From an optimization exercise on the open Yosys and OpenROAD flow, aimed at small area, a short achievable clock period and few clock cycles; shortcuts taken in it are not production practice. Only simulation tests tie the RTL to the original design; equivalence was not proved. Power figures rest on the tool's default switching activity, not on a simulated workload.

[flow/run.sh]
#!/bin/bash
# synth_recipe.tcl (not shown) runs the flow's synth.tcl, then flattens the netlist and writes it again
# the make line also repeats each setting of config.mk as NAME=value (left out here)
make -C /OpenROAD-flow-scripts/flow DESIGN_CONFIG=/design/flow/config.mk WORK_HOME=/design/flow/orfs CLKGATE_MAP_FILE= SYNTH_SCRIPT=/design/flow/synth_recipe.tcl finish
[flow/config.mk]
export PLATFORM = sky130hd
export DESIGN_NAME = dither_core
export DESIGN_NICKNAME = dither_core
export VERILOG_FILES = /design/flow/design.v
export SDC_FILE = /design/flow/constraint.sdc
export NUM_CORES = 4
export LEC_CHECK = 0
export CAP_MARGIN = 20
export CORE_MARGIN = 2
export CORE_UTILIZATION = 40
export SLEW_MARGIN = 20
[flow/constraint.sdc]
create_clock -name core_clock -period 30.0 [get_ports {clk}]
set_input_delay 6.0000 -clock core_clock [delete_from_list [all_inputs] [get_ports {clk}]]
set_output_delay 6.0000 -clock core_clock [all_outputs]
set_load 0.01 [all_outputs]
[flow/design.v]
module dc_luma (
    input  wire [7:0] r,
    input  wire [7:0] g,
    input  wire [7:0] b,
    output reg  [4:0] k
);
    wire [8:0]         dr9 = {1'b0, r} - {1'b0, g};
    wire [8:0]         db9 = {1'b0, b} - {1'b0, g};
    wire signed [7:0]  dr  = dr9[7:0];
    wire signed [7:0]  db  = db9[7:0];
    wire signed [22:0] t   = $signed(23'sd13933) * dr + $signed(23'sd4732) * db;
    wire [7:0]         l   = g + {t[22], t[22:16]};
    always @(*) begin
        case (l)
            8'd0: k = 5'd0;
            8'd1: k = 5'd0;
            8'd2: k = 5'd0;
            8'd3: k = 5'd0;
            8'd4: k = 5'd0;
            8'd5: k = 5'd0;
            8'd6: k = 5'd1;
            8'd7: k = 5'd1;
            8'd8: k = 5'd1;
            8'd9: k = 5'd1;
            8'd10: k = 5'd1;
            8'd11: k = 5'd1;
            8'd12: k = 5'd1;
            8'd13: k = 5'd1;
            8'd14: k = 5'd1;
            8'd15: k = 5'd1;
            8'd16: k = 5'd2;
            8'd17: k = 5'd2;
            8'd18: k = 5'd2;
            8'd19: k = 5'd2;
            8'd20: k = 5'd2;
            8'd21: k = 5'd2;
            8'd22: k = 5'd2;
            8'd23: k = 5'd2;
            8'd24: k = 5'd2;
            8'd25: k = 5'd2;
            8'd26: k = 5'd2;
            8'd27: k = 5'd3;
            8'd28: k = 5'd3;
            8'd29: k = 5'd3;
            8'd30: k = 5'd3;
            8'd31: k = 5'd3;
            8'd32: k = 5'd3;
            8'd33: k = 5'd3;
            8'd34: k = 5'd3;
            8'd35: k = 5'd3;
            8'd36: k = 5'd3;
            8'd37: k = 5'd3;
            8'd38: k = 5'd4;
            8'd39: k = 5'd4;
            8'd40: k = 5'd4;
            8'd41: k = 5'd4;
            8'd42: k = 5'd4;
            8'd43: k = 5'd4;
            8'd44: k = 5'd4;
            8'd45: k = 5'd4;
            8'd46: k = 5'd4;
            8'd47: k = 5'd4;
            8'd48: k = 5'd5;
            8'd49: k = 5'd5;
            8'd50: k = 5'd5;
            8'd51: k = 5'd5;
            8'd52: k = 5'd5;
            8'd53: k = 5'd5;
            8'd54: k = 5'd5;
            8'd55: k = 5'd5;
            8'd56: k = 5'd5;
            8'd57: k = 5'd5;
            8'd58: k = 5'd5;
            8'd59: k = 5'd6;
            8'd60: k = 5'd6;
            8'd61: k = 5'd6;
            8'd62: k = 5'd6;
            8'd63: k = 5'd6;
            8'd64: k = 5'd6;
            8'd65: k = 5'd6;
            8'd66: k = 5'd6;
            8'd67: k = 5'd6;
            8'd68: k = 5'd6;
            8'd69: k = 5'd6;
            8'd70: k = 5'd7;
            8'd71: k = 5'd7;
            8'd72: k = 5'd7;
            8'd73: k = 5'd7;
            8'd74: k = 5'd7;
            8'd75: k = 5'd7;
            8'd76: k = 5'd7;
            8'd77: k = 5'd7;
            8'd78: k = 5'd7;
            8'd79: k = 5'd7;
            8'd80: k = 5'd8;
            8'd81: k = 5'd8;
            8'd82: k = 5'd8;
            8'd83: k = 5'd8;
            8'd84: k = 5'd8;
            8'd85: k = 5'd8;
            8'd86: k = 5'd8;
            8'd87: k = 5'd8;
            8'd88: k = 5'd8;
            8'd89: k = 5'd8;
            8'd90: k = 5'd8;
            8'd91: k = 5'd9;
            8'd92: k = 5'd9;
            8'd93: k = 5'd9;
            8'd94: k = 5'd9;
            8'd95: k = 5'd9;
            8'd96: k = 5'd9;
            8'd97: k = 5'd9;
            8'd98: k = 5'd9;
            8'd99: k = 5'd9;
            8'd100: k = 5'd9;
            8'd101: k = 5'd10;
            8'd102: k = 5'd10;
            8'd103: k = 5'd10;
            8'd104: k = 5'd10;
            8'd105: k = 5'd10;
            8'd106: k = 5'd10;
            8'd107: k = 5'd10;
            8'd108: k = 5'd10;
            8'd109: k = 5'd10;
            8'd110: k = 5'd10;
            8'd111: k = 5'd10;
            8'd112: k = 5'd11;
            8'd113: k = 5'd11;
            8'd114: k = 5'd11;
            8'd115: k = 5'd11;
            8'd116: k = 5'd11;
            8'd117: k = 5'd11;
            8'd118: k = 5'd11;
            8'd119: k = 5'd11;
            8'd120: k = 5'd11;
            8'd121: k = 5'd11;
            8'd122: k = 5'd11;
            8'd123: k = 5'd12;
            8'd124: k = 5'd12;
            8'd125: k = 5'd12;
            8'd126: k = 5'd12;
            8'd127: k = 5'd12;
            8'd128: k = 5'd12;
            8'd129: k = 5'd12;
            8'd130: k = 5'd12;
            8'd131: k = 5'd12;
            8'd132: k = 5'd12;
            8'd133: k = 5'd13;
            8'd134: k = 5'd13;
            8'd135: k = 5'd13;
            8'd136: k = 5'd13;
            8'd137: k = 5'd13;
            8'd138: k = 5'd13;
            8'd139: k = 5'd13;
            8'd140: k = 5'd13;
            8'd141: k = 5'd13;
            8'd142: k = 5'd13;
            8'd143: k = 5'd13;
            8'd144: k = 5'd14;
            8'd145: k = 5'd14;
            8'd146: k = 5'd14;
            8'd147: k = 5'd14;
            8'd148: k = 5'd14;
            8'd149: k = 5'd14;
            8'd150: k = 5'd14;
            8'd151: k = 5'd14;
            8'd152: k = 5'd14;
            8'd153: k = 5'd14;
            8'd154: k = 5'd14;
            8'd155: k = 5'd15;
            8'd156: k = 5'd15;
            8'd157: k = 5'd15;
            8'd158: k = 5'd15;
            8'd159: k = 5'd15;
            8'd160: k = 5'd15;
            8'd161: k = 5'd15;
            8'd162: k = 5'd15;
            8'd163: k = 5'd15;
            8'd164: k = 5'd15;
            8'd165: k = 5'd16;
            8'd166: k = 5'd16;
            8'd167: k = 5'd16;
            8'd168: k = 5'd16;
            8'd169: k = 5'd16;
            8'd170: k = 5'd16;
            8'd171: k = 5'd16;
            8'd172: k = 5'd16;
            8'd173: k = 5'd16;
            8'd174: k = 5'd16;
            8'd175: k = 5'd16;
            8'd176: k = 5'd17;
            8'd177: k = 5'd17;
            8'd178: k = 5'd17;
            8'd179: k = 5'd17;
            8'd180: k = 5'd17;
            8'd181: k = 5'd17;
            8'd182: k = 5'd17;
            8'd183: k = 5'd17;
            8'd184: k = 5'd17;
            8'd185: k = 5'd17;
            8'd186: k = 5'd18;
            8'd187: k = 5'd18;
            8'd188: k = 5'd18;
            8'd189: k = 5'd18;
            8'd190: k = 5'd18;
            8'd191: k = 5'd18;
            8'd192: k = 5'd18;
            8'd193: k = 5'd18;
            8'd194: k = 5'd18;
            8'd195: k = 5'd18;
            8'd196: k = 5'd18;
            8'd197: k = 5'd19;
            8'd198: k = 5'd19;
            8'd199: k = 5'd19;
            8'd200: k = 5'd19;
            8'd201: k = 5'd19;
            8'd202: k = 5'd19;
            8'd203: k = 5'd19;
            8'd204: k = 5'd19;
            8'd205: k = 5'd19;
            8'd206: k = 5'd19;
            8'd207: k = 5'd19;
            8'd208: k = 5'd20;
            8'd209: k = 5'd20;
            8'd210: k = 5'd20;
            8'd211: k = 5'd20;
            8'd212: k = 5'd20;
            8'd213: k = 5'd20;
            8'd214: k = 5'd20;
            8'd215: k = 5'd20;
            8'd216: k = 5'd20;
            8'd217: k = 5'd20;
            8'd218: k = 5'd21;
            8'd219: k = 5'd21;
            8'd220: k = 5'd21;
            8'd221: k = 5'd21;
            8'd222: k = 5'd21;
            8'd223: k = 5'd21;
            8'd224: k = 5'd21;
            8'd225: k = 5'd21;
            8'd226: k = 5'd21;
            8'd227: k = 5'd21;
            8'd228: k = 5'd21;
            8'd229: k = 5'd22;
            8'd230: k = 5'd22;
            8'd231: k = 5'd22;
            8'd232: k = 5'd22;
            8'd233: k = 5'd22;
            8'd234: k = 5'd22;
            8'd235: k = 5'd22;
            8'd236: k = 5'd22;
            8'd237: k = 5'd22;
            8'd238: k = 5'd22;
            8'd239: k = 5'd22;
            8'd240: k = 5'd23;
            8'd241: k = 5'd23;
            8'd242: k = 5'd23;
            8'd243: k = 5'd23;
            8'd244: k = 5'd23;
            8'd245: k = 5'd23;
            8'd246: k = 5'd23;
            8'd247: k = 5'd23;
            8'd248: k = 5'd23;
            8'd249: k = 5'd23;
            8'd250: k = 5'd23;
            8'd251: k = 5'd23;
            8'd252: k = 5'd23;
            8'd253: k = 5'd23;
            8'd254: k = 5'd23;
            8'd255: k = 5'd23;
            default: k = 5'd23;
        endcase
    end
endmodule
module dc_truncate (
    input  wire [7:0] r,
    input  wire [7:0] g,
    input  wire [7:0] b,
    input  wire [4:0] k,
    output wire [7:0] idx
);
    reg [7:0] gv;
    always @(*) begin
        case (k)
            5'd0: gv = 8'd0;
            5'd1: gv = 8'd11;
            5'd2: gv = 8'd21;
            5'd3: gv = 8'd32;
            5'd4: gv = 8'd43;
            5'd5: gv = 8'd53;
            5'd6: gv = 8'd64;
            5'd7: gv = 8'd74;
            5'd8: gv = 8'd85;
            5'd9: gv = 8'd96;
            5'd10: gv = 8'd106;
            5'd11: gv = 8'd117;
            5'd12: gv = 8'd128;
            5'd13: gv = 8'd138;
            5'd14: gv = 8'd149;
            5'd15: gv = 8'd159;
            5'd16: gv = 8'd170;
            5'd17: gv = 8'd181;
            5'd18: gv = 8'd191;
            5'd19: gv = 8'd202;
            5'd20: gv = 8'd213;
            5'd21: gv = 8'd223;
            5'd22: gv = 8'd234;
            5'd23: gv = 8'd244;
            default: gv = 8'd244;
        endcase
    end
    function [7:0] cube;       
        input [7:0] c;
        reg [7:0] base;
        reg [2:0] l;
        reg [7:0] d;
        begin
            if (c <= 8'd25)       begin l = 3'd0; base = 8'd0;   end
            else if (c <= 8'd76)  begin l = 3'd1; base = 8'd51;  end
            else if (c <= 8'd127) begin l = 3'd2; base = 8'd102; end
            else if (c <= 8'd178) begin l = 3'd3; base = 8'd153; end
            else if (c <= 8'd229) begin l = 3'd4; base = 8'd204; end
            else                  begin l = 3'd5; base = 8'd255; end
            d = (c >= base) ? (c - base) : (base - c);
            cube = {l, d[4:0]};
        end
    endfunction
    function [9:0] sq5;
        input [4:0] x;
        sq5 = x * x;
    endfunction
    function [11:0] sq6;
        input [5:0] x;
        sq6 = x * x;
    endfunction
    function [6:0] gdist;
        input [7:0] c;
        input [7:0] v;
        reg [7:0] d;
        begin
            d = (c >= v) ? (c - v) : (v - c);
            gdist = {(d > 8'd43), d[5:0]};
        end
    endfunction
    wire [7:0] cr = cube(r);
    wire [7:0] cg = cube(g);
    wire [7:0] cb = cube(b);
    wire [10:0] dc = {1'b0, sq5(cr[4:0])} + {1'b0, sq5(cg[4:0])} + {1'b0, sq5(cb[4:0])};
    wire [6:0] ar = gdist(r, gv);
    wire [6:0] ag = gdist(g, gv);
    wire [6:0] ab = gdist(b, gv);
    wire near = !ar[6] && !ag[6] && !ab[6];
    wire [12:0] dg = {1'b0, sq6(ar[5:0])} + {1'b0, sq6(ag[5:0])} + {1'b0, sq6(ab[5:0])};
    wire [7:0] cidx = 8'd16 + {cr[7:5], 5'd0} + {3'd0, cr[7:5], 2'd0} + {3'd0, cg[7:5], 2'd0} + {4'd0, cg[7:5], 1'b0} + {5'd0, cb[7:5]};
    assign idx = (near && (dg < {2'b00, dc})) ? (8'd232 + {3'd0, k}) : cidx;
endmodule
module dither_core (
    input  wire        clk,
    input  wire        rst,           
    input  wire        start,         
    input  wire [1:0]  op,            
    input  wire [15:0] width,
    input  wire [15:0] height,
    input  wire [15:0] stride,
    input  wire [15:0] src_base,
    input  wire [15:0] dbuf_base,
    input  wire [7:0]  qstep,
    input  wire        dout,
    output reg         busy,
    output reg         done,          
    output reg  [2:0]  err_code,      
    output reg         mem_req,
    output reg         mem_we,
    output reg  [15:0] mem_addr,
    output reg  [7:0]  mem_wdata,
    input  wire [7:0]  mem_rdata
);
    localparam S_IDLE = 3'd0;
    localparam S_LOOP = 3'd1;
    localparam S_XTRA = 3'd2;
    localparam S_EVAL = 3'd3;
    localparam S_LG   = 3'd4;
    localparam S_MAP  = 3'd5;
    localparam S_DTH  = 3'd6;
    reg [2:0]  state;
    reg [1:0]  ph;            
    reg [1:0]  opr;
    reg [15:0] wr;            
    reg [15:0] st;            
    reg [7:0]  nq;            
    reg        dq;            
    reg [15:0] hc;            
    reg [15:0] cc;            
    reg [15:0] pa, pb;        
    reg        pa16, pb16, ov1, ov2;
    reg        first, drain;
    reg [1:0]  cl;            
    reg        pw, pw2;       
    reg        nf;            
    reg [7:0]  curv;          
    reg [7:0]  ob;            
    reg [7:0]  b1, b2;        
    reg [7:0]  rq;            
    reg [7:0]  qq;            
    reg signed [8:0] e;       
    wire is_map = (opr == 2'd1);
    wire is_dth = (opr == 2'd2);
    wire fast   = |wr[15:2];
    wire lastrow = (hc == 16'd1);
    wire row_full = (cc == wr);
    reg         pa_bsel;      
    reg  [16:0] pa_op;
    reg  [16:0] pb_op;
    wire [16:0] pa_base = pa_bsel ? {1'b0, pb} : {pa16, pa};
    wire [17:0] pa_sum  = {1'b0, pa_base} + {1'b0, pa_op};
    wire [17:0] pb_sum  = {1'b0, pb16, pb} + {1'b0, pb_op};
    wire [4:0] luma_k;
    wire [7:0] trunc_idx;
    dc_luma     u_luma  (.r(curv), .g(ob), .b(rq), .k(luma_k));
    dc_truncate u_trunc (.r(curv), .g(ob), .b(rq), .k(qq[4:0]), .idx(trunc_idx));
    function [7:0] sat8;
        input signed [10:0] s;
        begin
            if (s[10])               sat8 = 8'd0;
            else if (s > 11'sd255)   sat8 = 8'd255;
            else                     sat8 = s[7:0];
        end
    endfunction
    function signed [6:0] term;
        input signed [8:0] x;
        input [2:0] w;
        reg signed [12:0] p;
        reg signed [12:0] pr;
        begin
            p    = x * $signed({1'b0, w});
            pr   = p + (p[12] ? 13'sd15 : 13'sd0);
            term = pr[10:4];
        end
    endfunction
    wire a1  = cl[1] & ~pw;
    wire rb0 = fast & nf & (cl == 2'd1);
    wire rb1 = fast & nf & (cl == 2'd2);
    wire m7  = a1;
    wire m1  = a1;
    wire m5  = (cl[1] & ~pw2) | rb0;
    wire m3  = ((cl == 2'd3) & ~pw2) | rb0;
    wire wb  = ((cl == 2'd3) & ~lastrow) | rb0 | rb1;
    wire signed [6:0] t7 = m7 ? term(e, 3'd7) : 7'sd0;
    wire signed [6:0] t5 = m5 ? term(e, 3'd5) : 7'sd0;
    wire signed [6:0] t3 = m3 ? term(e, 3'd3) : 7'sd0;
    wire signed [6:0] t1 = m1 ? term(e, 3'd1) : 7'sd0;
    wire [7:0] old  = sat8($signed({3'b000, curv}) + t7);
    wire [7:0] nb2w = sat8($signed({3'b000, b2}) + t3);
    wire [7:0] nb2  = sat8($signed({3'b000, b1}) + t5);
    wire [7:0] nb1  = sat8($signed({3'b000, ob}) + t1);
    reg  [7:0] dv_rin;
    reg  [2:0] dv_bits;
    reg  [7:0] dv_r;
    reg  [2:0] dv_q;
    reg  [8:0] dv_t;
    integer    i;
    always @(*) begin
        dv_r = dv_rin;
        for (i = 2; i >= 0; i = i - 1) begin
            dv_t = {dv_r, dv_bits[i]};
            if (dv_t >= {1'b0, nq}) begin
                dv_q[i] = 1'b1;
                dv_t    = dv_t - {1'b0, nq};
            end else begin
                dv_q[i] = 1'b0;
            end
            dv_r = dv_t[7:0];
        end
    end
    always @(*) begin
        case (ph)
            2'd0:    begin dv_rin = 8'd0; dv_bits = {1'b0, old[7:6]}; end
            2'd1:    begin dv_rin = rq;   dv_bits = curv[5:3];        end
            default: begin dv_rin = rq;   dv_bits = curv[2:0];        end
        endcase
    end
    wire        up     = ({rq, 1'b0} >= {1'b0, nq});
    wire [8:0]  rmn    = {1'b0, rq} - {1'b0, nq};
    wire [8:0]  err_n  = up ? rmn : {1'b0, rq};
    wire [7:0]  q_n    = qq + {7'd0, up};
    wire [9:0]  qn     = {2'b00, curv} - {err_n[8], err_n};
    wire [7:0]  out_n  = dq ? ((qn > 10'd255) ? 8'd255 : qn[7:0]) : q_n;
    wire [15:0] src_s  = {b1, b2};
    wire [15:0] dbuf_s = mem_addr;
    wire e1_big = ov1 | (pa16 & |pa);
    wire e2_big = ov2 | (pb16 & |pb);
    wire src_lt = ov1 | ({pa16, pa} > {1'b0, src_s});
    wire dbf_lt = ov2 | ({pb16, pb} > {1'b0, dbuf_s});
    reg [2:0] chk;
    always @(*) begin
        if (opr == 2'd3)                                       chk = 3'd1;
        else if (is_dth && nq == 8'd0)                         chk = 3'd3;
        else if (wr == 16'd0 || hc == 16'd0 ||
                 (!is_dth && src_lt && dbf_lt))                chk = 3'd7;
        else if (e1_big || (!is_dth && e2_big))                chk = 3'd6;
        else                                                   chk = 3'd0;
    end
    wire more_pix = !(row_full && lastrow);
    always @(*) begin
        pa_bsel = 1'b0;
        pa_op   = 17'h1ffff;                     
        pb_op   = 17'h1ffff;                     
        case (state)
            S_LOOP: begin
                pa_op = {1'b0, wr};
                pb_op = first ? (is_map ? {wr, 1'b0} : {1'b0, wr}) : {1'b0, st};
            end
            S_XTRA: pb_op = {1'b0, wr};
            S_EVAL: if (is_dth) begin
                pa_bsel = 1'b1;
                pa_op   = 17'h1fffe;             
                pb_op   = {1'b0, wr};            
            end
            S_LG:  pb_op = row_full ? {1'b1, st} : 17'h1ffff;
            S_MAP: pb_op = (ph == 2'd3 && row_full) ? {1'b1, st} : 17'h1ffff;
            S_DTH: begin
                case (ph)
                    2'd0: pb_op = (cl == 2'd0) ? 17'd1 : 17'd4;
                    2'd1: pa_op = 17'd2;
                    2'd2: pb_op = 17'h1fffd;     
                    default: pa_op = (pw2 & ~lastrow) ? 17'h1fffc : 17'h1ffff;
                endcase
            end
            default: ;
        endcase
    end
    always @(posedge clk) begin
        if (rst) begin
            state   <= S_IDLE;
            busy    <= 1'b0;
            done    <= 1'b0;
            mem_req <= 1'b0;
        end else begin
            done    <= 1'b0;
            case (state)
                S_IDLE: begin
                    mem_req <= 1'b0;
                    if (start) begin
                        opr      <= op;
                        wr       <= width;
                        st       <= stride;
                        nq       <= qstep;
                        dq       <= dout;
                        hc       <= height;
                        cc       <= height;
                        pa       <= dbuf_base;
                        pa16     <= 1'b0;
                        ov1      <= 1'b0;
                        pb       <= (op == 2'd2) ? dbuf_base : src_base;
                        pb16     <= 1'b0;
                        ov2      <= 1'b0;
                        mem_addr <= dbuf_base;
                        {b1, b2} <= src_base;
                        first    <= 1'b1;
                        busy     <= 1'b1;
                        state    <= S_LOOP;
                    end
                end
                S_LOOP: begin
                    if (cc != 16'd0) begin
                        {pa16, pa} <= pa_sum[16:0];
                        ov1        <= ov1 | pa_sum[17];
                        if (!is_dth) begin
                            {pb16, pb} <= pb_sum[16:0];
                            ov2        <= ov2 | pb_sum[17];
                        end
                        if (cc == 16'd1)
                            st <= st - (is_map ? {wr[14:0], 1'b0} : wr);
                    end
                    first <= 1'b0;
                    cc    <= cc - 16'd1;
                    if (cc == 16'd0 || cc == 16'd1)
                        state <= is_map ? S_XTRA : S_EVAL;
                end
                S_XTRA: begin
                    {pb16, pb} <= pb_sum[16:0];
                    ov2        <= ov2 | pb_sum[17];
                    st         <= st - wr;
                    state      <= S_EVAL;
                end
                S_EVAL: begin
                    if (chk != 3'd0) begin
                        err_code <= chk;
                        busy     <= 1'b0;
                        done     <= 1'b1;
                        state    <= S_IDLE;
                    end else begin
                        err_code <= 3'd0;
                        st       <= ~st;
                        first    <= 1'b1;
                        drain    <= 1'b0;
                        mem_req  <= 1'b1;
                        mem_we   <= 1'b0;
                        mem_addr <= pb_sum[15:0];
                        pb       <= pb_sum[15:0];
                        if (is_dth) begin
                            pa    <= pa_sum[15:0];
                            cc    <= 16'd0;
                            cl    <= 2'd0;
                            pw    <= 1'b0;
                            pw2   <= 1'b0;
                            nf    <= 1'b0;
                            ph    <= 2'd1;
                            state <= S_DTH;
                        end else begin
                            cc    <= 16'd1;
                            ph    <= 2'd0;
                            state <= (opr == 2'd0) ? S_LG : S_MAP;
                        end
                    end
                end
                S_LG: begin
                    if (ph == 2'd0) begin
                        ph <= 2'd1;
                        if (!first) begin
                            mem_req  <= 1'b1;
                            mem_we   <= 1'b1;
                            mem_addr <= pa_sum[15:0];
                            pa       <= pa_sum[15:0];
                        end else begin
                            mem_req  <= 1'b0;
                        end
                    end else begin
                        if (drain) begin
                            mem_req <= 1'b0;
                            busy    <= 1'b0;
                            done    <= 1'b1;
                            state   <= S_IDLE;
                        end else begin
                            mem_wdata <= mem_rdata;
                            if (more_pix) begin
                                ph       <= 2'd0;
                                first    <= 1'b0;
                                mem_req  <= 1'b1;
                                mem_we   <= 1'b0;
                                mem_addr <= pb_sum[15:0];
                                pb       <= pb_sum[15:0];
                                cc       <= row_full ? 16'd1 : cc + 16'd1;
                                if (row_full) hc <= hc - 16'd1;
                            end else begin
                                drain    <= 1'b1;
                                mem_req  <= 1'b1;
                                mem_we   <= 1'b1;
                                mem_addr <= pa_sum[15:0];
                                pa       <= pa_sum[15:0];
                            end
                        end
                    end
                end
                S_MAP: begin
                    case (ph)
                        2'd0: begin
                            qq[4:0] <= luma_k;
                            ph      <= 2'd1;
                            if (!drain) begin
                                mem_req  <= 1'b1;
                                mem_we   <= 1'b0;
                                mem_addr <= pb_sum[15:0];
                                pb       <= pb_sum[15:0];
                            end
                        end
                        2'd1: begin
                            mem_wdata <= trunc_idx;
                            rq        <= mem_rdata;
                            if (!drain) begin
                                ph       <= 2'd2;
                                mem_req  <= 1'b1;
                                mem_we   <= 1'b0;
                                mem_addr <= pb_sum[15:0];
                                pb       <= pb_sum[15:0];
                            end else begin
                                ph       <= 2'd3;
                                mem_req  <= 1'b1;
                                mem_we   <= 1'b1;
                                mem_addr <= pa_sum[15:0];
                                pa       <= pa_sum[15:0];
                            end
                        end
                        2'd2: begin
                            ob <= mem_rdata;
                            ph <= 2'd3;
                            if (!first) begin
                                mem_req  <= 1'b1;
                                mem_we   <= 1'b1;
                                mem_addr <= pa_sum[15:0];
                                pa       <= pa_sum[15:0];
                            end else begin
                                mem_req  <= 1'b0;
                            end
                        end
                        default: begin
                            curv  <= mem_rdata;
                            first <= 1'b0;
                            ph    <= 2'd0;
                            if (drain) begin
                                mem_req <= 1'b0;
                                busy    <= 1'b0;
                                done    <= 1'b1;
                                state   <= S_IDLE;
                            end else if (more_pix) begin
                                mem_req  <= 1'b1;
                                mem_we   <= 1'b0;
                                mem_addr <= pb_sum[15:0];
                                pb       <= pb_sum[15:0];
                                cc       <= row_full ? 16'd1 : cc + 16'd1;
                                if (row_full) hc <= hc - 16'd1;
                            end else begin
                                drain   <= 1'b1;
                                mem_req <= 1'b0;
                            end
                        end
                    endcase
                end
                S_DTH: begin
                    case (ph)
                        2'd0: begin
                            curv      <= old;
                            rq        <= dv_r;
                            qq        <= {qq[4:0], dv_q};
                            mem_wdata <= nb2w;
                            b2        <= nb2;
                            b1        <= nb1;
                            if (lastrow && pw && !pw2) begin
                                mem_req <= 1'b0;
                                busy    <= 1'b0;
                                done    <= 1'b1;
                                state   <= S_IDLE;
                            end else begin
                                ph       <= 2'd1;
                                mem_req  <= 1'b1;
                                mem_we   <= 1'b0;
                                mem_addr <= pb_sum[15:0];
                                pb       <= pb_sum[15:0];
                            end
                        end
                        2'd1: begin
                            rq       <= dv_r;
                            qq       <= {qq[4:0], dv_q};
                            ph       <= 2'd2;
                            mem_req  <= 1'b1;
                            mem_we   <= 1'b0;
                            mem_addr <= pa_sum[15:0];
                            pa       <= pa_sum[15:0];
                        end
                        2'd2: begin
                            rq       <= dv_r;
                            qq       <= {qq[4:0], dv_q};
                            ob       <= mem_rdata;
                            ph       <= 2'd3;
                            mem_req  <= wb;
                            mem_we   <= 1'b1;
                            mem_addr <= pb_sum[15:0];
                            pb       <= pb_sum[15:0];
                        end
                        default: begin
                            curv      <= mem_rdata;
                            e         <= err_n;
                            mem_wdata <= out_n;
                            ph        <= 2'd0;
                            mem_req   <= (cl != 2'd0) & ~pw;
                            mem_we    <= 1'b1;
                            mem_addr  <= pa_sum[15:0];
                            pa        <= pa_sum[15:0];
                            if (fast && row_full && !pw && !lastrow) begin
                                cl <= 2'd1;
                                cc <= 16'd1;
                                hc <= hc - 16'd1;
                                nf <= 1'b1;
                            end else if (pw2 && !lastrow) begin
                                cl  <= 2'd0;
                                cc  <= 16'd0;
                                pw  <= 1'b0;
                                pw2 <= 1'b0;
                                hc  <= hc - 16'd1;
                                nf  <= 1'b1;
                            end else begin
                                if (cl != 2'd3) cl <= cl + 2'd1;
                                cc <= cc + 16'd1;
                                if (row_full) pw <= 1'b1;
                                if (pw)       pw2 <= 1'b1;
                            end
                        end
                    endcase
                end
                default: state <= S_IDLE;
            endcase
        end
    end
endmodule
==> impl_metrics.json <==
{
  "outcome": "timing/DRC/antenna clean",
  "crit_fanout": 13,
  "worstHoldPathCells": 2,
  "final_nets": 5056,
  "syn_area_mm2": 0.0353,
  "synth_top_family_by_area": "adder cells",
  "die_w_um": 301,
  "reg2reg_depth": 50,
  "worst_slew_pin_slew_ns": 1.08,
  "synth_edf_count": 205,
  "antenna_found_initial": 4,
  "ir_worst_vdd_mv": 0.0397,
  "cpPeakStageDelay_ns": 0.88,
  "drt_iter0_drc": 2611,
  "synthSimpleGateAreaFrac_pct": 14.5,
  "muxShareOfSynthArea_pct": 3.87,
  "dieArea_mm2": 0.0908,
  "fp.dieH_um": 301,
  "cts_made_buffers": 27,
  "combPwrFrac_pct": 35.5,
  "cts-root-buf": "clkbuf_16",
  "max-cap-violations": 0,
  "cp-end-kind": "flop",
  "ys_ff_latch": 217,
  "start_kind": "flop",
  "portBuffers": 132,
  "clock_power_share_pct": 30.0,
  "drc_errors": 0,
  "slew_headroom_pct": 27.5,
  "r2r_slack_ns": 16.51,
  "synth.avg_cell_area_um2": 8.55,
  "routabilityCongestion": 0.987,
  "grt.total_usage_pct": 25.0,
  "synth_area_leaders": "ha_1 (19%), edfxtp_1 (17%), fa_1 (11%)",
  "rows": 109,
  "reg2reg_from": "ob[1]",
  "hold_path_end": "busy",
  "synthFlopType": "edfxtp_1",
  "finalCriticalPeriod_ns": 13.49,
  "vias": 30800,
  "setup-tns-final_ns": 0,
  "yosysWarnings": 3,
  "finalHoldViolations": 0,
  "rsz0062_at_grt": "no",
  "core-area_mm2": 0.0880,
  "synth_cells": 4134,
  "cts_setup_buffers": 0,
  "grt_start_max_net_pins": 62,
  "synth_fp_nets": 4980,
  "grt_pass1_vias": 30300,
  "wire_per_inst_um": 21.3,
  "htree_levels": 1,
  "clkTransAtPathRegs_ns": 0.07,
  "final-setup-viol-count": 0,
  "cpMostUsedCell": "fa_1",
  "clkSinkCount": 217,
  "ys_async_sr_fraction_pct": 0,
  "hp-start": "busy",
  "sw_frac_of_total_pct": 37.0,
  "synth_xor_xnor_area_share_pct": 6.75,
  "hold_buffers": 0,
  "grt_first_pass_wirelength_mm": 177,
  "hp-class": "reg2reg",
  "placed_cell_area_mm2": 0.0380,
  "cts_tree": "yes",
  "synth-adder-area-share_pct": 30.6,
  "internal-power_w": 0.000723,
  "crit_required_ns": 30.52,
  "pwr-share-seq_pct": 34.5,
  "finalMaxSlewViolations": 0,
  "finalCritPeriodShare_pct": 45.0,
  "fmax_mhz": 74.2,
  "cp.arrival_ns": 14.00,
  "drt_first_pass_iters": 7,
  "hpwlAfterDp_mm": 91.5,
  "synth_compound_area_share_pct": 19.5,
  "wirelength_mm": 115,
  "placed_cells": 5344,
  "cts.path.max_buffers": 3,
  "r2r-end": "u_trunc.gv[5]",
  "clk_latency_ns": 0.58,
  "path_class": "reg2reg",
  "synth_cell_type_count": 100,
  "finalClockSkew_ns": 0.0189,
  "synth_seq_area_share_pct": 18.1,
  "finalPower_w": 0.00115,
  "initial_core_util_pct": 40.2,
  "ios": 133,
  "fillers": 8815,
  "synth_top_cell_area_share_pct": 19.2,
  "leakage_nw": 17.6,
  "multi_input_area_mm2": 0.0267,
  "drtAntennaViolNets": 0,
  "cts_resized": 0,
  "slowest_stage": "o31ai_2",
  "vias_per_cell": 5.70,
  "fin_area_mm2": 0.0389,
  "fin_cells": 5399,
  "powerDensity_mw_per_mm2": 29.5,
  "switchingPower_w": 0.000424,
  "yosysTopAreaCell": "ha_1",
  "area_growth_syn_to_layout_pct": 10.2,
  "regArea_mm2": 0.00640,
  "drive_gt1_share_pct": 4.80,
  "overflow": 0
}
[routing by layer]
metal / vias to the layer above / routed length (um) / GRT usage (%)
met5: - / 9 / 0
met4: 2 / 5450 / 10.2
met3: 267 / 7090 / 2.33
met2: 1110 / 53600 / 42.3
met1: 14700 / 48800 / 32.7
li1: 14700 / - / -
[cells by family after synthesis]
family / after synthesis
simple gates: 1090
compound gates: 1058
flops: 217
fa+ha+maj: 744
mux: 132
xor+xnor: 270
buf+inv: 623
[stage by stage]
step                      setup WS, ns  hold WS (ns)  utilization (%)
final                            16.51         0.586             44.3
after global routing             15.29         0.632             44.3
after CTS                        16.44         0.592             44.2
after detailed placement         16.47         0.584             43.2
after global placement           16.61         0.578             43.2
after floorplan                  18.01         0.514                -
[worst max path at each step]
| stage | from | to | slack (ns) | depth (start not counted) |
|---|---|---|---|---|
| floorplan | ob[1] | u_trunc.gv[3] | 18.01 | 52 |
| global placement | ob[1] | u_trunc.gv[5] | 16.61 | 48 |
| detailed placement | ob[1] | u_trunc.gv[5] | 16.47 | 50 |
| CTS | ob[1] | u_trunc.gv[5] | 16.44 | 50 |
| global route | ob[1] | u_trunc.gv[3] | 15.29 | 54 |
| finish | ob[1] | u_trunc.gv[5] | 16.51 | 50 |
[cell usage in the layout (no fill, tap or decap), drive strengths merged, types with 22 or more instances in the layout]
cell           Yosys  routed
ha               541     541
inv              483     485
nor2             344     344
nand2            312     312
a21oi            289     289
o21ai            250     250
edfxtp           205     205
fa               203     203
xnor2            183     183
clkdlybuf4s50      0     132
a21o             102     102
mux2i             98      98
xor2              86      86
nor2b             64      64
nand3             61      61
nor3              59      59
o211ai            57      57
nand2b            54      54
buf               24      52
o21a              47      47
nand4             42      42
mux2              34      34
o21bai            33      33
or2               31      31
clkbuf           113      30
a22oi             29      29
nor4              28      28
and3              26      26
a31oi             24      24
o221ai            24      24
a21boi            24      24
a211oi            24      24
or3               22      22
[registers in the layout (all words and copies together) (netlist names), 9 cells and up]
name,flops
wr,16
hc,16
e,9
st,16
pa,16
mem_addr,16
pb,16
cc,16
[power by group through the flow]
| stage | registers, W | clock network (W) | logic [W] |
|---|---|---|---|
| after floorplan | 0.000380 | 0 | 0.000285 |
| after global placement | 0.000401 | 0 | 0.000396 |
| after detailed placement | 0.000401 | 0 | 0.000399 |
| after CTS | 0.000395 | 0.000346 | 0.000402 |
| after global routing | 0.000397 | 0.000354 | 0.000448 |
| final | 0.000396 | 0.000344 | 0.000407 |
[cells in the mapped netlist, types with 34 or more instances]
cell,number
a21o_1,102
a21oi_1,286
clkbuf_1,113
edfxtp_1,205
fa_1,203
ha_1,541
inv_1,482
mux2_2,34
mux2i_1,97
nand2_1,312
nand2b_1,54
nand3_1,60
nand4_1,42
nor2_1,343
nor2b_1,64
nor3_1,59
o211ai_1,56
o21a_1,47
o21ai_0,234
xnor2_1,183
xor2_1,85
[critical path: cells and delay by family (launching register included)]
family,cells,cell delay (ns)
flops,1,0.68
xor+xnor,5,1.21
simple gates,8,1.57
mux,1,0.19
buf+inv,6,0.65
fa+ha+maj,13,5.48
compound gates,17,3.64
[final cells by class]
cell class                 instances  share of cell area [%]
timing repair buffer             184                    4.40
inverter                         486                    4.69
clock buffer                      30                    1.76
multi-input combinational       3294                    68.5
sequential                       217                    16.4
clock inverter                    20                   0.501
tap                             1165                    3.74
antenna                            3                  0.0193
Testbench counts, summed over its fixed seeds: cycles 106,152.

[port drivers added, routing unchanged]
The flow's constraints put no driver on any port. The routed layout listed below was extracted and timed again, unchanged, in two steps. Step 1 assumes that a clkbuf_16 drives the clock port and a buf_2 every other input. Step 2 also shifts input and output timing later by t, the mid clock arrival at the registers, as if the neighbouring blocks saw the same clock. Three values: ideal, step 1, step 2; two values: the first two.
t, ns: 0.637
setup WS [ns]: 16.515 / 16.515 / 16.515
hold slack, ns: 0.586 / 0.586 / 0.586
worst slew at a driven data input, ns: 0.15
After both steps this run still meets setup and hold. The setup slack of this run moves by 0.000 ns with the drivers and by 0.000 ns with both steps.
